This design comes from an exercise in tuning for a short achievable clock period and few clock cycles on the open sky130 flow, not from production work.
RTL that was checked went through simulation tests only; none was proved equivalent to the original.
No functional check of the RTL was part of run 2.
In every run shown here, the design's own scripts or RTL, not TritonCTS, make the clock network.
The flow treats the clock pin as an ideal source. Dropping or thinning the clock tree relies on that and would not hold on a real chip.
Power figures rest on the tool's default switching activity, not on a simulated workload.

### design.v
module ioga (
    input  wire        clk,
    input  wire        rst,
    input  wire        tx_valid,
    output reg         tx_ready,
    input  wire [15:0] tx_code,
    input  wire [31:0] tx_data,
    output reg         rsp_valid,
    output reg  [31:0] rsp_data,
    output reg  [1:0]  rsp_status,    
    output reg         rsp_tc,        
    output reg         rsp_devwr,     
    output reg         irq_line,
    output reg         nmi_line,
    output reg         mem_req,
    output reg         mem_we,
    output reg  [31:0] mem_addr,
    output reg  [7:0]  mem_wdata,
    input  wire        mem_ack,
    input  wire [7:0]  mem_rdata,
    input  wire        mem_err
);
    integer i;
    reg     rst_q;       
    localparam NOP = 35;
    localparam O_RD_VEC = 0,  O_RD_SLO = 1,  O_RD_SHI = 2,  O_RD_NMI = 3,
               O_RD_TMR = 4,  O_RD_PRE = 5,  O_RD_DAD = 6,  O_RD_DVA = 7,
               O_RD_DCN = 8,  O_RD_DCT = 9,
               O_WR_VEC = 10, O_WR_SLO = 11, O_WR_SHI = 12, O_WR_NMI = 13,
               O_WR_T1  = 14, O_WR_T2  = 15, O_WR_T3  = 16, O_WR_PRE = 17,
               O_WR_DAD = 18, O_WR_DVA = 19, O_WR_DCN = 20, O_WR_DCT = 21,
               O_LN_IRQ = 22, O_LN_SFT = 23, O_LN_NMI = 24, O_LN_DRQ = 25,
               O_ACK_I  = 26, O_ACK_N  = 27, O_PEEK_I = 28,
               O_TICK0  = 29, O_TICK1  = 30, O_TICK2  = 31, O_TICK3  = 32,
               O_DSTEP  = 33, O_RESET  = 34;
    function legal_code;
        input [15:0] c;
        begin
            case (c[15:12])
                4'h0, 4'h1:
                    case (c[11:8])
                        4'h0:    legal_code = (c[7:0] < 8'd16);
                        4'h2:    legal_code = (c[7:0] < 8'd8);
                        4'h4:    legal_code = (c[7:0] < 8'd4);
                        4'h1, 4'h3, 4'h5, 4'h6, 4'h7, 4'h8, 4'h9:
                                 legal_code = (c[7:0] == 8'd0);
                        default: legal_code = 1'b0;
                    endcase
                4'h2:
                    case (c[11:8])
                        4'h0, 4'h1: legal_code = (c[7:0] < 8'd16);
                        4'h2, 4'h3: legal_code = (c[7:0] == 8'd0);
                        default:    legal_code = 1'b0;
                    endcase
                4'h3:    legal_code = (c[11:8] < 4'h4) && (c[7:0] == 8'd0);
                4'h4:    legal_code = (c[11:8] == 4'h0) ? (c[7:0] < 8'd4) :
                                      (c[11:8] == 4'h1) && (c[7:0] == 8'd0);
                4'h5:    legal_code = (c[11:8] == 4'h0) && (c[7:0] == 8'd0);
                default: legal_code = 1'b0;
            endcase
        end
    endfunction
    reg        r_valid;
    reg [15:0] r_code;
    reg [31:0] r_d;
    reg        s_valid;
    reg [15:0] s_code;
    reg [31:0] s_d;
    wire accept = tx_valid && !s_valid;
    wire [15:0] q_code = s_valid ? s_code : tx_code;    
    reg  [5:0]  r_cls;         
    reg  [9:0]  r_grp;         
    reg         r_ihi0, r_ilt8, r_ilt4, r_iz;            
    reg  [15:0] r_oh;          
    wire        e_valid = r_valid;
    wire [15:0] e_code  = r_code;
    wire [31:0] e_d     = r_d;
    wire [7:0] idx = e_code[7:0];
    wire idx_hi0  = r_ihi0;
    wire idx_lt8  = r_ilt8;
    wire idx_lt4  = r_ilt4;
    wire idx_z    = r_iz;
    wire c_rd  = r_cls[0];
    wire c_wr  = r_cls[1];
    wire c_ln  = r_cls[2];
    wire c_ack = r_cls[3];
    wire c_sch = r_cls[4];
    wire c_rst = r_cls[5];
    reg [NOP-1:0] d_op;
    always @* begin
        d_op = {NOP{1'b0}};
        d_op[O_RD_VEC] = c_rd && r_grp[0] && idx_hi0;
        d_op[O_RD_SLO] = c_rd && r_grp[1] && idx_z;
        d_op[O_RD_SHI] = c_rd && r_grp[2] && idx_lt8;
        d_op[O_RD_NMI] = c_rd && r_grp[3] && idx_z;
        d_op[O_RD_TMR] = c_rd && r_grp[4] && idx_lt4;
        d_op[O_RD_PRE] = c_rd && r_grp[5] && idx_z;
        d_op[O_RD_DAD] = c_rd && r_grp[6] && idx_z;
        d_op[O_RD_DVA] = c_rd && r_grp[7] && idx_z;
        d_op[O_RD_DCN] = c_rd && r_grp[8] && idx_z;
        d_op[O_RD_DCT] = c_rd && r_grp[9] && idx_z;
        d_op[O_WR_VEC] = c_wr && r_grp[0] && idx_hi0;
        d_op[O_WR_SLO] = c_wr && r_grp[1] && idx_z;
        d_op[O_WR_SHI] = c_wr && r_grp[2] && idx_lt8;
        d_op[O_WR_NMI] = c_wr && r_grp[3] && idx_z;
        d_op[O_WR_T1]  = c_wr && r_grp[4] && idx_hi0 && r_oh[1];
        d_op[O_WR_T2]  = c_wr && r_grp[4] && idx_hi0 && r_oh[2];
        d_op[O_WR_T3]  = c_wr && r_grp[4] && idx_hi0 && r_oh[3];
        d_op[O_WR_PRE] = c_wr && r_grp[5] && idx_z;
        d_op[O_WR_DAD] = c_wr && r_grp[6] && idx_z;
        d_op[O_WR_DVA] = c_wr && r_grp[7] && idx_z;
        d_op[O_WR_DCN] = c_wr && r_grp[8] && idx_z;
        d_op[O_WR_DCT] = c_wr && r_grp[9] && idx_z;
        d_op[O_LN_IRQ] = c_ln && r_grp[0] && idx_hi0;
        d_op[O_LN_SFT] = c_ln && r_grp[1] && idx_hi0;
        d_op[O_LN_NMI] = c_ln && r_grp[2] && idx_z;
        d_op[O_LN_DRQ] = c_ln && r_grp[3] && idx_z;
        d_op[O_ACK_I]  = c_ack && r_grp[0] && idx_z;
        d_op[O_ACK_N]  = c_ack && r_grp[1] && idx_z;
        d_op[O_PEEK_I] = c_ack && r_grp[2] && idx_z;
        d_op[O_TICK0]  = c_sch && r_grp[0] && idx_hi0 && r_oh[0];
        d_op[O_TICK1]  = c_sch && r_grp[0] && idx_hi0 && r_oh[1];
        d_op[O_TICK2]  = c_sch && r_grp[0] && idx_hi0 && r_oh[2];
        d_op[O_TICK3]  = c_sch && r_grp[0] && idx_hi0 && r_oh[3];
        d_op[O_DSTEP]  = c_sch && r_grp[1] && idx_z;
        d_op[O_RESET]  = c_rst && r_grp[0] && idx_z;
    end
    wire [15:0] d_oh;
    genvar g;
    generate
        for (g = 0; g < 16; g = g + 1) begin : g_dec
            assign d_oh[g] = r_oh[g];
        end
    endgenerate
    wire        d_lvl   = e_d[0];
    wire        d_wv_ld = d_op[O_WR_VEC] && !e_d[8];
    wire        d_ws_ld = d_op[O_WR_SHI] && !e_d[8];
    wire [15:0] d_vset  = {16{d_op[O_LN_IRQ] &&  d_lvl}} & d_oh;    
    wire [15:0] d_vclr  = {16{d_op[O_LN_IRQ] && !d_lvl}} & d_oh;
    wire [15:0] d_vld   = {16{d_wv_ld}} & d_oh;                       
    wire [15:0] d_vdis  = {16{d_wv_ld && !e_d[9] && !e_d[12]}} & d_oh;  
    wire [7:0]  d_lset  = ({8{d_op[O_WR_SLO]}} & e_d[7:0]) |
                          ({8{d_op[O_LN_SFT] &&  d_lvl}} & d_oh[7:0]);
    wire [7:0]  d_lclr  = {8{d_op[O_LN_SFT] && !d_lvl}} & d_oh[7:0];
    wire [7:0]  d_hset  = {8{d_op[O_LN_SFT] &&  d_lvl}} & d_oh[15:8];
    wire [7:0]  d_hclr  = {8{d_op[O_LN_SFT] && !d_lvl}} & d_oh[15:8];
    wire [7:0]  d_hld   = {8{d_ws_ld}} & d_oh[7:0];                   
    wire        d_nset  = d_op[O_LN_NMI] &&  d_lvl;
    wire        d_nclr  = d_op[O_LN_NMI] && !d_lvl;
    wire        d_t1ld  = d_op[O_WR_T1] && e_d[16];
    wire        d_t2ld  = d_op[O_WR_T2] && e_d[30];
    wire        d_t3ld  = d_op[O_WR_T3] && e_d[30];
    wire        d_t1le1 = (e_d[15:1] == 15'd0);
    wire        d_t23le1 = (e_d[29:1] == 29'd0);
    wire        d_dzero = (e_d == 32'd0);
    wire [7:0]  d_wh0m1 = e_d[15:8]  - 8'd1;
    wire [7:0]  d_wh1m1 = e_d[23:16] - 8'd1;
    wire [5:0]  d_wh2m1 = e_d[29:24] - 6'd1;
    wire        d_wh0z  = (e_d[15:8]  == 8'd0);
    wire        d_wh1z  = (e_d[23:16] == 8'd0);
    reg            x_valid;
    reg [NOP-1:0]  x_op;
    reg [15:0]     x_oh;
    reg [31:0]     x_d;
    reg [15:0]     x_code;
    reg            x_mem;      
    reg [15:0]     x_vset, x_vclr, x_vld, x_vdis;
    reg [7:0]      x_lset, x_lclr, x_hset, x_hclr, x_hld;
    reg            x_nset, x_nclr, x_t1ld, x_t2ld, x_t3ld;
    reg            x_t1le1, x_t23le1, x_dzero;
    reg [7:0]      x_wh0m1, x_wh1m1;
    reg [5:0]      x_wh2m1;
    reg            x_wh0z, x_wh1z;
    reg        ack_q, err_q;
    always @(posedge clk) begin
        ack_q <= x_mem && mem_ack && !rst;
        err_q <= mem_err;
    end
    wire x_adv  = !x_mem || mem_ack;       
    wire x_exec = x_valid && x_adv;
    wire [NOP-1:0] op = x_op;
    wire [31:0]    w  = x_d;
    wire           lvl = x_d[0];
    reg [7:0]  vec_vector [0:15];
    reg [15:0] vec_ext, vec_int, vec_pend, vec_forced;
    reg [7:0]  softlo;
    reg [7:0]  sh_vector [0:7];
    reg [7:0]  sh_pend, sh_forced;
    reg        nmi_en, nmi_edge, nmi_pend;
    reg        act_nmi;
    reg [15:0] act_vec;
    reg [7:0]  act_slo, act_shi;
    reg [15:0] tmr1_count;
    reg [29:0] tmr2_count, tmr3_count;
    reg [3:1]  tmr_run, tmr_exp;
    reg [3:1]  tmr_le1;        
    reg [7:0]  t1_h0m1, t2_h0m1, t3_h0m1, t2_h1m1, t3_h1m1;
    reg [5:0]  t2_h2m1, t3_h2m1;
    reg        t2_h0z, t3_h0z, t2_h1z, t3_h1z;
    reg [31:0] presc;
    reg [31:0] dma_addr, dma_vaddr, dma_count, dma_ctrl;
    reg        dma_nidle;      
    reg        dma_drq;
    wire [15:0] vec_en = vec_ext | vec_int;
    wire t1_fire = op[O_TICK1] && tmr_run[1] && tmr_le1[1];
    wire t2_fire = op[O_TICK2] && tmr_run[2] && tmr_le1[2];
    wire t3_fire = op[O_TICK3] && tmr_run[3] && tmr_le1[3];
    wire [15:0] tick_set = {t3_fire, t2_fire, t1_fire, op[O_TICK0], 12'h000} & vec_en;
    wire ack_i = op[O_ACK_I];
    wire [15:0] n_vec_pend = ((vec_pend & ~(x_vclr | (x_vdis & ~vec_forced) |
                                            ({16{ack_i}} & act_vec))) |
                              (x_vset & vec_en) | (x_vld & vec_forced) | tick_set) &
                             {16{!op[O_RESET]}};
    wire [7:0]  n_softlo   = ((softlo & ~(x_lclr | ({8{ack_i}} & act_slo))) | x_lset) &
                             {8{!op[O_RESET]}};
    wire [7:0]  n_sh_pend  = ((sh_pend & ~(x_hclr | ({8{ack_i}} & act_shi))) |
                              x_hset | (x_hld & sh_forced)) &
                             {8{!op[O_RESET]}};
    wire        n_nmi_pend = ((nmi_pend & !(x_nclr || (op[O_ACK_N] && act_nmi))) ||
                              (x_nset && nmi_en)) && !op[O_RESET];
    wire kill_vec = |(x_vdis & act_vec & ~vec_forced);
    reg irq_q, nmi_q;
    wire none_after = !(irq_q || nmi_q) ||
                      (ack_i && irq_q) ||
                      (op[O_ACK_N] && nmi_q) ||
                      kill_vec || op[O_RESET];
    wire [32:0] cand = {n_sh_pend, n_softlo, n_vec_pend, n_nmi_pend};
    reg  [32:0] first;
    reg         seen;
    always @* begin
        seen = 1'b0;
        for (i = 0; i < 33; i = i + 1) begin
            first[i] = cand[i] && !seen;
            seen = seen || cand[i];
        end
    end
    reg [7:0] act_vector;
    always @* begin
        act_vector = 8'h00;
        for (i = 0; i < 16; i = i + 1)
            if (act_vec[i]) act_vector = act_vector | vec_vector[i];
        for (i = 0; i < 8; i = i + 1) begin
            if (act_slo[i]) act_vector = act_vector | (8'h8F + 8'h10 * i[7:0]);
            if (act_shi[i]) act_vector = act_vector | sh_vector[i];
        end
    end
    wire dma_done   = x_mem && mem_ack;                      
    wire dma_moved  = dma_done && !mem_err;
    wire pend_mv    = ack_q && !err_q;                       
    reg [31:0] as_step, cs_m1;      
    reg [2:0]  as_c, cs_z;          
    reg        cnt_is1;
    reg        cnt_nz;              
    always @(posedge clk) begin
        for (i = 0; i < 4; i = i + 1) begin
            as_step[8*i +: 8] <= dma_ctrl[1] ? eff_addr[8*i +: 8] - 8'd1 : eff_addr[8*i +: 8] + 8'd1;
            cs_m1[8*i +: 8]   <= eff_count[8*i +: 8] - 8'd1;
        end
        for (i = 0; i < 3; i = i + 1) begin
            as_c[i] <= dma_ctrl[1] ? (eff_addr[8*i +: 8] == 8'h00) : (eff_addr[8*i +: 8] == 8'hFF);
            cs_z[i] <= (eff_count[8*i +: 8] == 8'h00);
        end
        cnt_is1 <= (eff_count == 32'd1);
    end
    wire [31:0] addr_step = {as_c[0] && as_c[1] && as_c[2] ? as_step[31:24] : dma_addr[31:24],
                             as_c[0] && as_c[1]            ? as_step[23:16] : dma_addr[23:16],
                             as_c[0]                       ? as_step[15:8]  : dma_addr[15:8],
                             as_step[7:0]};
    wire [31:0] cnt_m1    = {cs_z[0] && cs_z[1] && cs_z[2] ? cs_m1[31:24] : dma_count[31:24],
                             cs_z[0] && cs_z[1]            ? cs_m1[23:16] : dma_count[23:16],
                             cs_z[0]                       ? cs_m1[15:8]  : dma_count[15:8],
                             cs_m1[7:0]};
    wire [31:0] eff_addr   = pend_mv ? addr_step : dma_addr;
    wire [31:0] eff_count  = pend_mv ? cnt_m1 : dma_count;
    wire        eff_nidle  = dma_nidle && !(pend_mv && cnt_is1);
    wire        eff_cnt_nz = pend_mv ? !cnt_is1 : cnt_nz;
    reg [31:0] n_dma_addr;
    reg        n_dma_nidle, n_dma_drq, n_ctrl0;
    always @* begin
        n_dma_addr   = eff_addr;
        n_dma_nidle  = eff_nidle;
        n_dma_drq    = dma_drq;
        n_ctrl0      = dma_ctrl[0];
        if (op[O_WR_DAD]) n_dma_addr = w;
        if (op[O_WR_DCT]) n_ctrl0 = w[0];
        if (op[O_WR_DCN] && x_dzero) n_dma_nidle = 1'b0;
        if (op[O_LN_DRQ]) begin
            n_dma_drq = lvl;
            if (lvl && !dma_drq && !eff_nidle && eff_cnt_nz) n_dma_nidle = 1'b1;
        end
        if (op[O_RESET]) begin
            n_dma_addr   = 32'h0;
            n_dma_nidle  = 1'b0;
            n_dma_drq    = 1'b0;
            n_ctrl0      = 1'b0;
        end
    end
    wire e_mem = d_op[O_DSTEP] && n_dma_nidle && !(dma_moved && cnt_is1) && n_dma_drq;
    wire r_free = !r_valid || x_adv;       
    always @(posedge clk) begin
        if (rst) begin
            r_valid <= 1'b0;
            s_valid <= 1'b0;
            tx_ready <= 1'b1;
            x_valid <= 1'b0;
            x_mem   <= 1'b0;
            mem_req <= 1'b0;
        end else begin
            if (r_free) r_valid <= s_valid || accept;
            s_valid  <= s_valid ? !r_free : (accept && !r_free);
            tx_ready <= s_valid ? r_free : !(accept && !r_free);
            if (x_adv) begin
                x_valid <= e_valid;
                x_mem   <= e_valid && e_mem;
                mem_req <= e_valid && e_mem;
            end else if (mem_ack) begin
                mem_req <= 1'b0;
            end
        end
    end
    always @(posedge clk) begin
        if (x_adv) begin
            if (e_valid && d_op[O_DSTEP]) mem_wdata <= e_d[7:0];
            if (e_valid) begin
                x_op   <= d_op;
                x_vset <= d_vset;
                x_vclr <= d_vclr;
                x_vld  <= d_vld;
                x_vdis <= d_vdis;
                x_lset <= d_lset;
                x_lclr <= d_lclr;
                x_hset <= d_hset;
                x_hclr <= d_hclr;
                x_hld  <= d_hld;
                x_nset <= d_nset;
                x_nclr <= d_nclr;
                x_t1ld <= d_t1ld;
                x_t2ld <= d_t2ld;
                x_t3ld <= d_t3ld;
            end else begin
                x_op   <= {NOP{1'b0}};
                x_vset <= 16'h0;
                x_vclr <= 16'h0;
                x_vld  <= 16'h0;
                x_vdis <= 16'h0;
                x_lset <= 8'h0;
                x_lclr <= 8'h0;
                x_hset <= 8'h0;
                x_hclr <= 8'h0;
                x_hld  <= 8'h0;
                x_nset <= 1'b0;
                x_nclr <= 1'b0;
                x_t1ld <= 1'b0;
                x_t2ld <= 1'b0;
                x_t3ld <= 1'b0;
            end
        end
    end
    always @(posedge clk) begin
        if (!s_valid) begin
            s_code <= tx_code;
            s_d    <= tx_data;
        end
        if (r_free) begin
            r_code <= q_code;
            r_d    <= s_valid ? s_d    : tx_data;
            for (i = 0; i < 6; i = i + 1)  r_cls[i] <= (q_code[15:12] == i);
            for (i = 0; i < 10; i = i + 1) r_grp[i] <= (q_code[11:8] == i);
            for (i = 0; i < 16; i = i + 1) r_oh[i]  <= (q_code[3:0] == i);
            r_ihi0 <= (q_code[7:4] == 4'h0);
            r_ilt8 <= (q_code[7:3] == 5'h0);
            r_ilt4 <= (q_code[7:2] == 6'h0);
            r_iz   <= (q_code[7:0] == 8'h0);
        end
        if (x_adv) begin
            x_oh      <= d_oh;
            x_d       <= e_d;
            x_code    <= e_code;
            x_t1le1   <= d_t1le1;
            x_t23le1  <= d_t23le1;
            x_dzero   <= d_dzero;
            x_wh0m1   <= d_wh0m1;
            x_wh1m1   <= d_wh1m1;
            x_wh2m1   <= d_wh2m1;
            x_wh0z    <= d_wh0z;
            x_wh1z    <= d_wh1z;
        end
        mem_addr <= dma_moved ? addr_step : n_dma_addr;
        mem_we   <= !n_ctrl0;
    end
    reg [31:0] r_data;
    always @* begin
        r_data = 32'h0;
        if (op[O_RD_VEC])
            for (i = 0; i < 16; i = i + 1)
                if (x_oh[i])
                    r_data = r_data | {19'h0, vec_int[i], 2'b00, vec_ext[i],
                                       vec_pend[i], vec_vector[i]};
        if (op[O_RD_SLO]) r_data = r_data | {24'h0, softlo};
        if (op[O_RD_SHI])
            for (i = 0; i < 8; i = i + 1)
                if (x_oh[i])
                    r_data = r_data | {23'h0, sh_pend[i], sh_vector[i]};
        if (op[O_RD_NMI]) r_data = r_data | {27'h0, nmi_en, nmi_pend, 1'b0, nmi_edge, 1'b0};
        if (op[O_RD_TMR]) begin
            if (x_oh[0]) r_data = r_data | 32'h4000_0000;
            if (x_oh[1]) r_data = r_data | {14'h0, tmr_exp[1], tmr_run[1], tmr1_count};
            if (x_oh[2]) r_data = r_data | {tmr_exp[2], tmr_run[2], tmr2_count};
            if (x_oh[3]) r_data = r_data | {tmr_exp[3], tmr_run[3], tmr3_count};
        end
        if (op[O_RD_PRE]) r_data = r_data | presc;
        if (op[O_RD_DAD]) r_data = r_data | eff_addr;
        if (op[O_RD_DVA]) r_data = r_data | dma_vaddr;
        if (op[O_RD_DCN]) r_data = r_data | eff_count;
        if (op[O_RD_DCT]) r_data = r_data | dma_ctrl;
        if (op[O_ACK_I] || op[O_PEEK_I]) r_data = r_data | {24'h0, act_vector};
        if (dma_moved && dma_ctrl[0]) r_data = r_data | {24'h0, mem_rdata};
    end
    always @(posedge clk) begin
        rsp_valid <= x_exec && !rst;
        begin
            if (x_exec) begin
                rsp_data   <= r_data;
                rsp_status <= !legal_code(x_code) ? 2'd2 : (dma_done && mem_err) ? 2'd1 : 2'd0;
                rsp_tc     <= dma_moved && cnt_is1;
                rsp_devwr  <= dma_moved && dma_ctrl[0];
            end
        end
    end
    always @(posedge clk) begin
        if (rst_q || op[O_RESET]) begin
            for (i = 0; i < 16; i = i + 1) vec_vector[i] <= 8'h00;
            for (i = 0; i < 8; i = i + 1)  sh_vector[i]  <= 8'h00;
            vec_ext    <= 16'h0;
            vec_int    <= 16'h0;
            vec_forced <= 16'h0;
            sh_forced  <= 8'h0;
            nmi_en     <= 1'b0;
            nmi_edge   <= 1'b0;
            tmr1_count <= 16'h0;
            tmr2_count <= 30'h0;
            tmr3_count <= 30'h0;
            tmr_run    <= 3'b000;
            tmr_exp    <= 3'b000;
            tmr_le1    <= 3'b111;
            presc      <= 32'h0;
            dma_vaddr  <= 32'h0;
            dma_count  <= 32'h0;
            cnt_nz     <= 1'b0;
            dma_ctrl   <= 32'h0;
        end else begin
            for (i = 0; i < 16; i = i + 1)
                if (op[O_WR_VEC] && x_oh[i]) begin
                    if (w[8]) vec_forced[i] <= 1'b1;
                    else begin
                        vec_vector[i] <= w[7:0];
                        vec_ext[i]    <= w[9];
                        vec_int[i]    <= w[12];
                        vec_forced[i] <= 1'b0;
                    end
                end
            for (i = 0; i < 8; i = i + 1)
                if (op[O_WR_SHI] && x_oh[i]) begin
                    if (w[8]) sh_forced[i] <= 1'b1;
                    else begin
                        sh_vector[i] <= w[7:0];
                        sh_forced[i] <= 1'b0;
                    end
                end
            if (op[O_WR_NMI]) begin
                nmi_en   <= w[4];
                nmi_edge <= w[1];
            end
            if (x_nset && nmi_en && nmi_edge) nmi_en <= 1'b0;
            if (op[O_WR_T1]) begin
                if (x_t1ld) begin
                    tmr1_count <= w[15:0];
                    tmr_le1[1] <= x_t1le1;
                    tmr_exp[1] <= 1'b0;
                    tmr_run[1] <= 1'b1;
                end else tmr_run[1] <= 1'b0;
            end
            if (op[O_WR_T2]) begin
                if (x_t2ld) begin
                    tmr2_count <= w[29:0];
                    tmr_le1[2] <= x_t23le1;
                    tmr_exp[2] <= 1'b0;
                    tmr_run[2] <= 1'b1;
                end else tmr_run[2] <= 1'b0;
            end
            if (op[O_WR_T3]) begin
                if (x_t3ld) begin
                    tmr3_count <= w[29:0];
                    tmr_le1[3] <= x_t23le1;
                    tmr_exp[3] <= 1'b0;
                    tmr_run[3] <= 1'b1;
                end else tmr_run[3] <= 1'b0;
            end
            if (op[O_TICK1] && tmr_run[1]) begin
                if (tmr_le1[1]) begin
                    tmr1_count <= 16'd0;
                    tmr_run[1] <= 1'b0;
                    tmr_exp[1] <= 1'b1;
                end else begin
                    tmr1_count[7:0] <= tmr1_count[7:0] - 8'd1;
                    if (tmr1_count[7:0] == 8'd0) tmr1_count[15:8] <= t1_h0m1;
                    tmr_le1[1] <= (tmr1_count[15:8] == 8'd0) && (tmr1_count[7:0] <= 8'd2);
                end
            end
            if (op[O_TICK2] && tmr_run[2]) begin
                if (tmr_le1[2]) begin
                    tmr2_count <= 30'd0;
                    tmr_run[2] <= 1'b0;
                    tmr_exp[2] <= 1'b1;
                end else begin
                    tmr2_count[7:0] <= tmr2_count[7:0] - 8'd1;
                    if (tmr2_count[7:0] == 8'd0) begin
                        tmr2_count[15:8] <= t2_h0m1;
                        if (t2_h0z) tmr2_count[23:16] <= t2_h1m1;
                        if (t2_h0z && t2_h1z) tmr2_count[29:24] <= t2_h2m1;
                    end
                    tmr_le1[2] <= (tmr2_count[29:8] == 22'd0) && (tmr2_count[7:0] <= 8'd2);
                end
            end
            if (op[O_TICK3] && tmr_run[3]) begin
                if (tmr_le1[3]) begin
                    tmr3_count <= 30'd0;
                    tmr_run[3] <= 1'b0;
                    tmr_exp[3] <= 1'b1;
                end else begin
                    tmr3_count[7:0] <= tmr3_count[7:0] - 8'd1;
                    if (tmr3_count[7:0] == 8'd0) begin
                        tmr3_count[15:8] <= t3_h0m1;
                        if (t3_h0z) tmr3_count[23:16] <= t3_h1m1;
                        if (t3_h0z && t3_h1z) tmr3_count[29:24] <= t3_h2m1;
                    end
                    tmr_le1[3] <= (tmr3_count[29:8] == 22'd0) && (tmr3_count[7:0] <= 8'd2);
                end
            end
            t1_h0m1 <= (op[O_WR_T1] && x_t1ld) ? x_wh0m1 : tmr1_count[15:8] - 8'd1;
            if (op[O_WR_T2] && x_t2ld) begin
                t2_h0m1 <= x_wh0m1;
                t2_h1m1 <= x_wh1m1;
                t2_h2m1 <= x_wh2m1;
                t2_h0z  <= x_wh0z;
                t2_h1z  <= x_wh1z;
            end else begin
                t2_h0m1 <= tmr2_count[15:8]  - 8'd1;
                t2_h1m1 <= tmr2_count[23:16] - 8'd1;
                t2_h2m1 <= tmr2_count[29:24] - 6'd1;
                t2_h0z  <= (tmr2_count[15:8]  == 8'd0);
                t2_h1z  <= (tmr2_count[23:16] == 8'd0);
            end
            if (op[O_WR_T3] && x_t3ld) begin
                t3_h0m1 <= x_wh0m1;
                t3_h1m1 <= x_wh1m1;
                t3_h2m1 <= x_wh2m1;
                t3_h0z  <= x_wh0z;
                t3_h1z  <= x_wh1z;
            end else begin
                t3_h0m1 <= tmr3_count[15:8]  - 8'd1;
                t3_h1m1 <= tmr3_count[23:16] - 8'd1;
                t3_h2m1 <= tmr3_count[29:24] - 6'd1;
                t3_h0z  <= (tmr3_count[15:8]  == 8'd0);
                t3_h1z  <= (tmr3_count[23:16] == 8'd0);
            end
            if (op[O_WR_PRE]) presc     <= w;
            if (op[O_WR_DVA]) dma_vaddr <= w;
            if (op[O_WR_DCT]) dma_ctrl  <= w;
            if (op[O_WR_DCN]) begin
                dma_count <= w;
                cnt_nz    <= !x_dzero;
            end
            else if (pend_mv) begin
                dma_count <= cnt_m1;
                cnt_nz    <= !cnt_is1;
            end
        end
    end
    always @(posedge clk) rst_q <= rst;
    always @(posedge clk) begin
        if (rst || rst_q) begin
            irq_line <= 1'b0;
            nmi_line <= 1'b0;
        end else if (none_after) begin
            nmi_line <= cand[0];
            irq_line <= !cand[0] && |cand[32:1];
        end
    end
    always @(posedge clk) begin
        if (rst_q) begin
            irq_q <= 1'b0;
            nmi_q <= 1'b0;
        end else if (none_after) begin
            nmi_q <= cand[0];
            irq_q <= !cand[0] && |cand[32:1];
        end
    end
    always @(posedge clk) begin
        if (rst_q) begin
            dma_addr   <= 32'h0;
            dma_nidle  <= 1'b0;
            dma_drq    <= 1'b0;
        end else begin
            dma_addr   <= n_dma_addr;
            dma_nidle  <= n_dma_nidle;
            dma_drq    <= n_dma_drq;
        end
    end
    always @(posedge clk) begin
        if (rst_q) begin
            vec_pend   <= 16'h0;
            softlo     <= 8'h0;
            sh_pend    <= 8'h0;
            nmi_pend   <= 1'b0;
            act_nmi    <= 1'b0;
            act_vec    <= 16'h0;
            act_slo    <= 8'h0;
            act_shi    <= 8'h0;
        end else begin
            vec_pend <= n_vec_pend;
            softlo   <= n_softlo;
            sh_pend  <= n_sh_pend;
            nmi_pend <= n_nmi_pend;
            if (none_after) begin
                act_nmi  <= first[0];
                act_vec  <= first[16:1];
                act_slo  <= first[24:17];
                act_shi  <= first[32:25];
            end
        end
    end
endmodule
### flow/run.sh
#!/bin/bash
# Layout flow: the standard flow (standard.sh) with two changes:
#  - the clock tree is built by flow/mycts.tcl (four root buffers on the
#    clock port, each driving the leaf buffers of one region of the core)
#    in place of TritonCTS, in a copy of the ORFS scripts whose cts.tcl
#    sources it; the rest of cts.tcl (timing repair, placement) is unchanged;
#  - timing repair aims at a larger setup margin.
# Synthesis is the standard one, run first and unchanged.
set -euo pipefail
here=$PWD
export SETUP_SLACK_MARGIN=${SETUP_SLACK_MARGIN_OVERRIDE:-6}
export MYCTS_TCL=$here/flow/mycts.tcl

rm -rf scripts_mod
cp -rp "$FLOW_HOME/scripts" scripts_mod
sed -i 's|log_cmd clock_tree_synthesis {\*}$cts_args|source $::env(MYCTS_TCL)|' scripts_mod/cts.tcl
grep -q 'MYCTS_TCL' scripts_mod/cts.tcl

bash standard.sh synth > synth.log 2>&1
bash standard.sh floorplan place > place.log 2>&1
bash standard.sh SCRIPTS_DIR=$here/scripts_mod cts > cts.log 2>&1
bash standard.sh finish > finish.log 2>&1
### flow/mycts.tcl
# Two-level clock tree, built in place of TritonCTS in cts.tcl.
#
# The clock port drives NROOT root buffers (one per region of the core);
# each root drives the leaf buffers of its region; each leaf buffer drives a
# compact cluster of about LEAF_SINKS flip-flop clock pins. All buffers sit
# at the centroid of what they drive; detailed placement legalizes them.

set nroot      [expr {[info exists ::env(MYCTS_ROOTS)] ? $::env(MYCTS_ROOTS) : 4}]
set leaf_sinks [expr {[info exists ::env(MYCTS_LEAF_SINKS)] ? $::env(MYCTS_LEAF_SINKS) : 24}]
set leaf_cell  [expr {[info exists ::env(MYCTS_LEAF_CELL)] ? $::env(MYCTS_LEAF_CELL) : "sky130_fd_sc_hd__clkbuf_16"}]
set root_cell  [expr {[info exists ::env(MYCTS_ROOT_CELL)] ? $::env(MYCTS_ROOT_CELL) : "sky130_fd_sc_hd__clkbuf_16"}]

set block [ord::get_db_block]
set db    [ord::get_db]
set clk_bterm [$block findBTerm clk]
set clk_net   [$clk_bterm getNet]

set leaf_master [$db findMaster $leaf_cell]
set root_master [$db findMaster $root_cell]

proc iterm_xy {it} {
  set inst [$it getInst]
  set bb [$inst getBBox]
  return [list [expr {([$bb xMin] + [$bb xMax]) / 2}] [expr {([$bb yMin] + [$bb yMax]) / 2}]]
}

# sinks: every instance pin on the clock net
set sinks {}
foreach it [$clk_net getITerms] {
  lassign [iterm_xy $it] x y
  lappend sinks [list $x $y $it]
}
set n [llength $sinks]
set nleaf [expr {int(ceil(double($n) / $leaf_sinks))}]
set ncol  [expr {max(1, int(round(sqrt($nleaf))))}]
puts "mycts: $n sinks, $nleaf leaf buffers in $ncol columns, $nroot roots"

# split the sinks into ncol columns of equal count by x, then each column
# into groups of about leaf_sinks by y
set sinks [lsort -integer -index 0 $sinks]
set clusters {}
set per_col [expr {double($n) / $ncol}]
for {set c 0} {$c < $ncol} {incr c} {
  set lo [expr {int(round($c * $per_col))}]
  set hi [expr {int(round(($c + 1) * $per_col)) - 1}]
  set col [lsort -integer -index 1 [lrange $sinks $lo $hi]]
  set m [llength $col]
  set ng [expr {max(1, int(round(double($m) / $leaf_sinks)))}]
  set per_g [expr {double($m) / $ng}]
  for {set g 0} {$g < $ng} {incr g} {
    set glo [expr {int(round($g * $per_g))}]
    set ghi [expr {int(round(($g + 1) * $per_g)) - 1}]
    lappend clusters [lrange $col $glo $ghi]
  }
}

# leaf buffers
set leaves {}
set k 0
foreach cl $clusters {
  set sx 0; set sy 0
  foreach s $cl { incr sx [lindex $s 0]; incr sy [lindex $s 1] }
  set cx [expr {$sx / [llength $cl]}]
  set cy [expr {$sy / [llength $cl]}]
  set inst [odb::dbInst_create $block $leaf_master "clkbuf_leaf_${k}_clk"]
  $inst setLocation [expr {$cx - [$leaf_master getWidth] / 2}] [expr {$cy - [$leaf_master getHeight] / 2}]
  $inst setPlacementStatus PLACED
  set net [odb::dbNet_create $block "clknet_leaf_${k}_clk"]
  $net setSigType CLOCK
  [$inst findITerm X] connect $net
  foreach s $cl {
    set it [lindex $s 2]
    $it disconnect
    $it connect $net
  }
  lappend leaves [list $cx $cy $inst]
  incr k
}

# roots: split the leaves into nroot regions (halves by x, then by y)
proc split_regions {items parts axis} {
  if {$parts <= 1 || [llength $items] <= 1} { return [list $items] }
  set items [lsort -integer -index $axis $items]
  set a [expr {$parts / 2}]
  set cut [expr {int(round(double([llength $items]) * $a / $parts))}]
  set nxt [expr {1 - $axis}]
  return [concat [split_regions [lrange $items 0 [expr {$cut - 1}]] $a $nxt] \
                 [split_regions [lrange $items $cut end] [expr {$parts - $a}] $nxt]]
}
set r 0
foreach reg [split_regions $leaves $nroot 0] {
  set sx 0; set sy 0
  foreach l $reg { incr sx [lindex $l 0]; incr sy [lindex $l 1] }
  set cx [expr {$sx / [llength $reg]}]
  set cy [expr {$sy / [llength $reg]}]
  set inst [odb::dbInst_create $block $root_master "clkbuf_root_${r}_clk"]
  $inst setLocation [expr {$cx - [$root_master getWidth] / 2}] [expr {$cy - [$root_master getHeight] / 2}]
  $inst setPlacementStatus PLACED
  set net [odb::dbNet_create $block "clknet_root_${r}_clk"]
  $net setSigType CLOCK
  [$inst findITerm X] connect $net
  [$inst findITerm A] connect $clk_net
  foreach l $reg { [[lindex $l 2] findITerm A] connect $net }
  incr r
}
$clk_net setSigType CLOCK

set_propagated_clock [all_clocks]
### standard.sh
#!/bin/bash
# synth_recipe.tcl (not shown) runs the flow's synth.tcl, then flattens the netlist and writes it again
# the make line also repeats each setting of config.mk as NAME=value (left out here)
make -C /OpenROAD-flow-scripts/flow DESIGN_CONFIG=/design/flow/config.mk WORK_HOME=/design/flow/orfs CLKGATE_MAP_FILE= SYNTH_SCRIPT=/design/flow/synth_recipe.tcl "${@:-finish}"
### config.mk
export PLATFORM = sky130hd
export DESIGN_NAME = ioga
export DESIGN_NICKNAME = ioga
export VERILOG_FILES = /design/flow/design.v
export SDC_FILE = /design/flow/constraint.sdc
export NUM_CORES = 4
export LEC_CHECK = 0
export CAP_MARGIN = 20
export CORE_MARGIN = 2
export CORE_UTILIZATION = 50
export PLACE_DENSITY = 0.6
export SLEW_MARGIN = 20
### constraint.sdc
create_clock -name core_clock -period 8.0 [get_ports {clk}]
set_input_delay 1.6000 -clock core_clock [delete_from_list [all_inputs] [get_ports {clk}]]
set_output_delay 1.6000 -clock core_clock [all_outputs]
set_load 0.01 [all_outputs]
==> results.toml, run 1 <==
[timing]
fin_crit_ns = 2.85
period_share = 0.356
slew_viol_final = 0
hold_viol = 0
relSlewSlack = 0.289
setup_viol = 0
worst_pin_slew_ns = 1.07
layout_setup_ws_ns = 5.15
holdWs_ns = 0.425
rsz0062_at_grt = "true"
finalSetupTns_ns = 0
skew_ns = 0.0392
fmax_mhz = 351

[power]
p_int_mw = 7.37
ir_drop_mv = 0.162
p_clk_frac = 0.315
power_frac_comb = 0.039
power.leakage_nw = 22.4
power_mw = 9.47
p_switching_mw = 2.10
seqPwrFrac = 0.647
swShare = 0.221
p_per_area_nw_per_um2 = 156

[floorplanning]
die_area_um2 = 99300
coreArea_um2 = 96300
num_rows = 114
die_height_um = 315
start_util = 0.503
io_pins = 143
die_x_um = 315

[clock_network]
cts.reportedPaths.clkPinSlew_ns = 0.09
ctsHoldBuffers = 0
insertion_delay_ns = 0.49

[logic_synthesis]
avgSynthCellArea_um2 = 10.0
yosys_register_bits = 1143
synth_cells = 4832
synth_edf_count = 414
async_flop_share = 0
syn_nets = 4953
ys_seq_area_frac = 0.558
yosysMostFrequentCell = "nand2_1"
yosysUniqueCellTypes = 96
ys.flop_type = "dfxtp_1"
yosys_warnings = 3
yosysTopAreaCell = "dfxtp_1"
netlist_top_cells_area = "dfxtp_1 (30%), edfxtp_1 (26%), nand2_1 (5.8%)"
synth.cells.most_frequent = "nand2_1 (745), dfxtp_1 (729), nor2_1 (568)"
synth_area_um2 = 48400
synth_top_area_share = 0.302

[layout]
design_area_um2 = 60600
largest_register = "vec_vector"
biggestRegsByFlops = "vec_vector: 128 flops, sh_vector: 64 flops"
final_util = 0.629
nNetsFinal = 5313
finalNonFillerCells = 6467
area_growth_pct = 25.2
drive_gt1_frac = 0.237
largest_reg_flops = 128

[routing]
dr.pass1.iters = 6
drc = 0
ant_nets = 0
drt_iter0_drc = 6393
vias = 41200
wl_per_cell_um = 28.7
vias_per_cell = 6.37
routed_wl_mm = 186

[critical_path]
critPathLaunchType = "register"
cp_num_buf_inv = 1
critical_path.top_delay_family = "flip-flops"
worst_setup_path_end_kind = "output port"
r2r_slack_ns = 5.49
path_cells = "buf_2"
critPathArrivalTime_ns = 1.25
criticalPathCategory = "reg2out"
worstPathRequired_ns = 6.40
critPathMaxFanout = 1
cp_slowest_stage_delay_ns = 0.56
slowest_stage = "edfxtp_1"

[placement]
portBuffers = 142
placed_cells = 5998
pre_cts_slack_ns = 3.74
place.gp.congestion = 1.00
placed_area_um2 = 51100
hpwl_mm = 111

[hold_path]
hold_path_class = "reg2reg"

[flow_run]
maxCapViolCount = 0

[global_routing]
antenna_found_initial = 4
grt_util_all_layers = 0.356
grt_max_degree = 67
grt_overflow = 0
grt_pass1_vias = 37500
grt_pass1_wl_mm = 262

[run_status]
status = "complete, no violations"
## per-layer routing
| metal | GRT usage | vias to the layer above | wire length (µm) |
|---|---|---|---|
| li1 | - | 18000 | - |
| met1 | 0.532 | 20300 | 78200 |
| met5 | 0 | - | 0 |
| met4 | 0.137 | 0 | 9120 |
| met2 | 0.508 | 2449 | 77300 |
| met3 | 0.0645 | 466 | 21200 |
## placed cells by master, fill, tap and decap left out, types with 36 or more instances in the layout
master / instances
a21oi_1: 348
a221oi_1: 53
a222oi_1: 47
a22o_1: 69
a22oi_1: 120
buf_12: 53
buf_16: 69
buf_2: 62
buf_4: 228
buf_6: 115
clkbuf_16: 60
dfxtp_1: 680
dfxtp_2: 36
edfxtp_1: 414
ha_1: 36
inv_1: 74
mux2_4: 62
mux2i_1: 192
nand2_1: 717
nand3_1: 53
nand4_1: 62
nor2_1: 516
nor3_1: 55
o21ai_0: 100
xnor2_1: 60
xor2_1: 44
## power groups by stage
stage | Clock, mW | Combinational, mW | Sequential [mW]
global route | 3.17 | 0.374 | 6.13
finish | 2.98 | 0.367 | 6.12
detailed placement | 0 | 0.242 | 6.26
global placement | 0 | 0.240 | 6.26
CTS | 2.99 | 0.334 | 6.12
floorplan | 0 | 0.129 | 6.21
## final timing paths
| kind | cells after the start | start | endpoint |
|---|---|---|---|
| worst min register to register | 0 | r_code[8] | x_code[8] |
| worst min-delay path | 0 | r_code[8] | x_code[8] |
| worst max register to register | 6 | x_oh[3] | rsp_data[8] |
| worst max-delay path | 1 | rsp_tc | rsp_tc |
## cells by family (layout without fill, tap and decap cells)
logic type                 count (synthesis)  in the layout  share of synthesized area
AOI/OAI and AO/OA                       1071           1071                      0.150
other                                      0              1                          0
buffers and inverters                    412            758                     0.0342
DFF                                     1143           1143                      0.558
muxes                                    306            306                     0.0653
adders and majority gates                 60             60                     0.0161
xor gates and xnor gates                 106            106                     0.0192
and+or+nand+nor                         1734           1746                      0.157
## repair_timing
action / 4_1_cts / 5_1_grt
gates cloned: 83 / 7
resized for setup: 1023 / 345
setup buffers: 228 / 97
endpoints found under the setup margin: 1309 / 871
pin swaps: 177 / 153
## area by class of cell
class / instances / area [µm²]
antenna: 1 / 2.50
buffer: 53 / 1330
fill: 7643 / 35700
inverter: 97 / 380
multi-input combinational: 3289 / 22700
sequential: 1143 / 27100
tap: 1276 / 1600
timing repair buffer: 608 / 7460
Testbench counts, summed over its fixed seeds: cycles 33,137.
==> run 2, diff against run 1 <==
--- a/design.v
+++ b/design.v
@@ -172,11 +172,13 @@
     reg [5:0]      x_wh2m1;
     reg            x_wh0z, x_wh1z;
     reg        ack_q, err_q;
+    reg [7:0]  rdata_q;
     always @(posedge clk) begin
-        ack_q <= x_mem && mem_ack && !rst;
-        err_q <= mem_err;
+        ack_q   <= x_mem && mem_ack && !rst;
+        err_q   <= mem_err;
+        rdata_q <= mem_rdata;
     end
-    wire x_adv  = !x_mem || mem_ack;       
+    wire x_adv  = !x_mem || ack_q;         
     wire x_exec = x_valid && x_adv;
     wire [NOP-1:0] op = x_op;
     wire [31:0]    w  = x_d;
@@ -244,23 +246,22 @@
             if (act_shi[i]) act_vector = act_vector | sh_vector[i];
         end
     end
-    wire dma_done   = x_mem && mem_ack;                      
-    wire dma_moved  = dma_done && !mem_err;
-    wire pend_mv    = ack_q && !err_q;                       
+    wire dma_done   = x_mem && ack_q;                        
+    wire dma_moved  = dma_done && !err_q;
     reg [31:0] as_step, cs_m1;      
     reg [2:0]  as_c, cs_z;          
     reg        cnt_is1;
     reg        cnt_nz;              
     always @(posedge clk) begin
         for (i = 0; i < 4; i = i + 1) begin
-            as_step[8*i +: 8] <= dma_ctrl[1] ? eff_addr[8*i +: 8] - 8'd1 : eff_addr[8*i +: 8] + 8'd1;
-            cs_m1[8*i +: 8]   <= eff_count[8*i +: 8] - 8'd1;
+            as_step[8*i +: 8] <= dma_ctrl[1] ? dma_addr[8*i +: 8] - 8'd1 : dma_addr[8*i +: 8] + 8'd1;
+            cs_m1[8*i +: 8]   <= dma_count[8*i +: 8] - 8'd1;
         end
         for (i = 0; i < 3; i = i + 1) begin
-            as_c[i] <= dma_ctrl[1] ? (eff_addr[8*i +: 8] == 8'h00) : (eff_addr[8*i +: 8] == 8'hFF);
-            cs_z[i] <= (eff_count[8*i +: 8] == 8'h00);
+            as_c[i] <= dma_ctrl[1] ? (dma_addr[8*i +: 8] == 8'h00) : (dma_addr[8*i +: 8] == 8'hFF);
+            cs_z[i] <= (dma_count[8*i +: 8] == 8'h00);
         end
-        cnt_is1 <= (eff_count == 32'd1);
+        cnt_is1 <= (dma_count == 32'd1);
     end
     wire [31:0] addr_step = {as_c[0] && as_c[1] && as_c[2] ? as_step[31:24] : dma_addr[31:24],
                              as_c[0] && as_c[1]            ? as_step[23:16] : dma_addr[23:16],
@@ -270,15 +271,11 @@
                              cs_z[0] && cs_z[1]            ? cs_m1[23:16] : dma_count[23:16],
                              cs_z[0]                       ? cs_m1[15:8]  : dma_count[15:8],
                              cs_m1[7:0]};
-    wire [31:0] eff_addr   = pend_mv ? addr_step : dma_addr;
-    wire [31:0] eff_count  = pend_mv ? cnt_m1 : dma_count;
-    wire        eff_nidle  = dma_nidle && !(pend_mv && cnt_is1);
-    wire        eff_cnt_nz = pend_mv ? !cnt_is1 : cnt_nz;
     reg [31:0] n_dma_addr;
     reg        n_dma_nidle, n_dma_drq, n_ctrl0;
     always @* begin
-        n_dma_addr   = eff_addr;
-        n_dma_nidle  = eff_nidle;
+        n_dma_addr   = dma_addr;
+        n_dma_nidle  = dma_nidle;
         n_dma_drq    = dma_drq;
         n_ctrl0      = dma_ctrl[0];
         if (op[O_WR_DAD]) n_dma_addr = w;
@@ -286,7 +283,11 @@
         if (op[O_WR_DCN] && x_dzero) n_dma_nidle = 1'b0;
         if (op[O_LN_DRQ]) begin
             n_dma_drq = lvl;
-            if (lvl && !dma_drq && !eff_nidle && eff_cnt_nz) n_dma_nidle = 1'b1;
+            if (lvl && !dma_drq && !dma_nidle && cnt_nz) n_dma_nidle = 1'b1;
+        end
+        if (dma_moved) begin
+            n_dma_addr = addr_step;
+            if (cnt_is1) n_dma_nidle = 1'b0;
         end
         if (op[O_RESET]) begin
             n_dma_addr   = 32'h0;
@@ -295,7 +296,7 @@
             n_ctrl0      = 1'b0;
         end
     end
-    wire e_mem = d_op[O_DSTEP] && n_dma_nidle && !(dma_moved && cnt_is1) && n_dma_drq;
+    wire e_mem = d_op[O_DSTEP] && n_dma_nidle && n_dma_drq;
     wire r_free = !r_valid || x_adv;       
     always @(posedge clk) begin
         if (rst) begin
@@ -320,7 +321,7 @@
     end
     always @(posedge clk) begin
         if (x_adv) begin
-            if (e_valid && d_op[O_DSTEP]) mem_wdata <= e_d[7:0];
+            if (e_valid && e_mem) mem_wdata <= e_d[7:0];
             if (e_valid) begin
                 x_op   <= d_op;
                 x_vset <= d_vset;
@@ -385,7 +386,7 @@
             x_wh0z    <= d_wh0z;
             x_wh1z    <= d_wh1z;
         end
-        mem_addr <= dma_moved ? addr_step : n_dma_addr;
+        mem_addr <= n_dma_addr;
         mem_we   <= !n_ctrl0;
     end
     reg [31:0] r_data;
@@ -409,19 +410,19 @@
             if (x_oh[3]) r_data = r_data | {tmr_exp[3], tmr_run[3], tmr3_count};
         end
         if (op[O_RD_PRE]) r_data = r_data | presc;
-        if (op[O_RD_DAD]) r_data = r_data | eff_addr;
+        if (op[O_RD_DAD]) r_data = r_data | dma_addr;
         if (op[O_RD_DVA]) r_data = r_data | dma_vaddr;
-        if (op[O_RD_DCN]) r_data = r_data | eff_count;
+        if (op[O_RD_DCN]) r_data = r_data | dma_count;
         if (op[O_RD_DCT]) r_data = r_data | dma_ctrl;
         if (op[O_ACK_I] || op[O_PEEK_I]) r_data = r_data | {24'h0, act_vector};
-        if (dma_moved && dma_ctrl[0]) r_data = r_data | {24'h0, mem_rdata};
+        if (dma_moved && dma_ctrl[0]) r_data = r_data | {24'h0, rdata_q};
     end
     always @(posedge clk) begin
         rsp_valid <= x_exec && !rst;
         begin
             if (x_exec) begin
                 rsp_data   <= r_data;
-                rsp_status <= !legal_code(x_code) ? 2'd2 : (dma_done && mem_err) ? 2'd1 : 2'd0;
+                rsp_status <= !legal_code(x_code) ? 2'd2 : (dma_done && err_q) ? 2'd1 : 2'd0;
                 rsp_tc     <= dma_moved && cnt_is1;
                 rsp_devwr  <= dma_moved && dma_ctrl[0];
             end
@@ -571,7 +572,7 @@
                 dma_count <= w;
                 cnt_nz    <= !x_dzero;
             end
-            else if (pend_mv) begin
+            if (dma_moved) begin
                 dma_count <= cnt_m1;
                 cnt_nz    <= !cnt_is1;
             end
==> results.toml, run 2 <==
[timing]
layout_setup_ws_ns = 5.29
slew_viol_final = 0
hold_viol = 0
skew_ns = 0.0485
finalSetupTns_ns = 0
relSlewSlack = 0.194
rsz0062_at_grt = "true"
fin_crit_ns = 2.71
fmax_mhz = 368
period_share = 0.339
holdWs_ns = 0.422
worst_pin_slew_ns = 1.21
setup_viol = 0

[logic_synthesis]
synth.cells.most_frequent = "nand2_1 (814), dfxtp_1 (737), nor2_1 (540)"
ys.flop_type = "dfxtp_1"
netlist_top_cells_area = "dfxtp_1 (31%), edfxtp_1 (26%), nand2_1 (6.4%)"
avgSynthCellArea_um2 = 9.84
yosysTopAreaCell = "dfxtp_1"
ys_seq_area_frac = 0.570
syn_nets = 4968
async_flop_share = 0
synth_top_area_share = 0.309
yosys_warnings = 3
synth_area_um2 = 47700
synth_edf_count = 414
synth_cells = 4848
yosys_register_bits = 1151
yosysUniqueCellTypes = 85
yosysMostFrequentCell = "nand2_1"

[hold_path]
hold_path_class = "reg2reg"
min_path_cells = 0
worstHoldStart = "r_code[4]"
hold_end = "x_code[4]"

[clock_network]
insertion_delay_ns = 0.48
cts.reportedPaths.clkPinSlew_ns = 0.10
ctsHoldBuffers = 0

[layout]
final_util = 0.596
finalNonFillerCells = 6302
layout_commonest_cell = "nand2_1"
area_growth_pct = 18.3
drive_gt1_frac = 0.181
biggestRegsByFlops = "vec_vector: 128 flops, sh_vector: 64 flops"
fill_cells = 8003
largest_reg_flops = 128
design_area_um2 = 56400
nNetsFinal = 5159
final_cell_mix = "nand2_1 (771), dfxtp_1 (682), nor2_1 (504)"
diodes = 0
largest_register = "vec_vector"

[floorplanning]
io_pins = 143
coreArea_um2 = 94700
num_rows = 113
die_x_um = 313
start_util = 0.504
die_height_um = 313
die_area_um2 = 97900

[routing]
vias_per_cell = 6.41
drc = 0
routed_wl_mm = 178
ant_nets = 0
drt_iter0_drc = 6343
dr.pass1.iters = 8
vias = 40400
wl_per_cell_um = 28.3

[global_routing]
grt.met3_usage = 0.0652
grt_use_met2 = 0.497
antenna_found_initial = 1
grt_pass1_wl_mm = 254
grt-busiest-layer = "met1"
grtUsageMet1 = 0.526
grt_pass1_vias = 36800
grt_max_degree = 178
grt_util_all_layers = 0.346
grt_overflow = 0

[critical_path]
path_cells = "buf_2"
critPathArrivalTime_ns = 1.11
r2r_cells = 9
cp_num_buf_inv = 1
worst_setup_path_end_kind = "output port"
criticalPathCategory = "reg2out"
r2r-end = "act_shi[2]"
r2r_start = "vec_int[3]"
cp_slowest_stage_delay_ns = 0.47
critical_path.top_delay_family = "flip-flops"
critPathMaxFanout = 1
slowest_stage = "edfxtp_1"
worstPathRequired_ns = 6.40
critPathLaunchType = "register"
r2r_slack_ns = 5.51

[placement]
place.gp.congestion = 0.996
pre_cts_slack_ns = 4.79
portBuffers = 142
placed_area_um2 = 50200
placed_cells = 5986
hpwl_mm = 113

[power]
power_mw = 9.50
power.leakage_nw = 20.1
p_per_area_nw_per_um2 = 168
ir_drop_mv = 0.164

[flow_run]
maxCapViolCount = 0

[run_status]
status = "complete, no violations"
## run 2: area by class of cell
type	count	area (µm²)	share of cell area
inverter	113	445	0.00789
tap	1265	1580	0.0280
sequential	1151	27300	0.484
buffer	53	1330	0.0235
multi-input combinational	3265	20900	0.371
timing repair buffer	455	4850	0.0859
## run 2: kinds of logic after synthesis
family	count (synthesis)	synth area share
XOR/XNOR	105	0.0193
AO/OA/AOI/OAI	1103	0.155
buffers and inverters	434	0.0351
AND/OR/NAND/NOR	1825	0.168
multiplexers	171	0.0369
adder cells (fa/ha/maj)	59	0.0161
flip-flops	1151	0.570
## run 2: metal layers
| layer | part of all wire | up-vias |
|---|---|---|
| met5 | 0 | - |
| met4 | 0.044 | 0 |
| met3 | 0.12 | 440 |
| met2 | 0.42 | 2469 |
| met1 | 0.42 | 19800 |
| li1 | - | 17700 |
## run 2: repair_timing
item,4_1_cts,5_1_grt
endpoints found under the setup margin,944,602
setup buffers,153,79
gates resized for setup,794,289
cloned,24,6
pin swaps,85,135
## run 2: worst max path at each step
stage | start | endpoint | depth (start not counted)
after floorplan | x_mem | rsp_valid | 4
after global placement | tx_code[4] | r_iz | 4
after detailed placement | tx_code[4] | r_iz | 4
after CTS | rsp_tc | rsp_tc | 1
after global routing | rsp_data[28] | rsp_data[28] | 1
final | rsp_tc | rsp_tc | 1
## run 2: report_power, final
part           switching [mW]  total [mW]  leakage (nW)  internal [mW]
clock network            1.81        3.00         0.653           1.18
registers              0.0782        6.17          10.4           6.09
logic                   0.221       0.336          9.04          0.116

-- port drivers added, routing unchanged --
In the flow no input, the clock included, has a driving cell. The finished layouts below were timed again as built, in two steps. Step 1 assumes that a clkbuf_16 drives the clock port and a buf_2 every other input. Step 2 times the ports against the registers' clock, not the clock port: input delays grow and output delays shrink by t, the midpoint of the rising clock arrivals with the driver on. Slacks: ideal ports / drivers / drivers and shift; pairs: ideal ports / drivers.
| run | t (ns) | setup WS [ns] | worst setup path at the end | latest minus earliest clock arrival (ns) |
|---|---|---|---|---|
| run 1 | 0.629 | 5.152 / 4.990 / 5.046 | input to register | 0.042 / 0.043 |
| run 2 | 0.621 | 5.286 / 5.122 / 5.073 | input to register | 0.050 / 0.049 |
After both steps setup and hold are still met in every run listed. The setup slack of run 2, which loses most, moves by -0.164 ns with the drivers and by -0.213 ns with both steps.
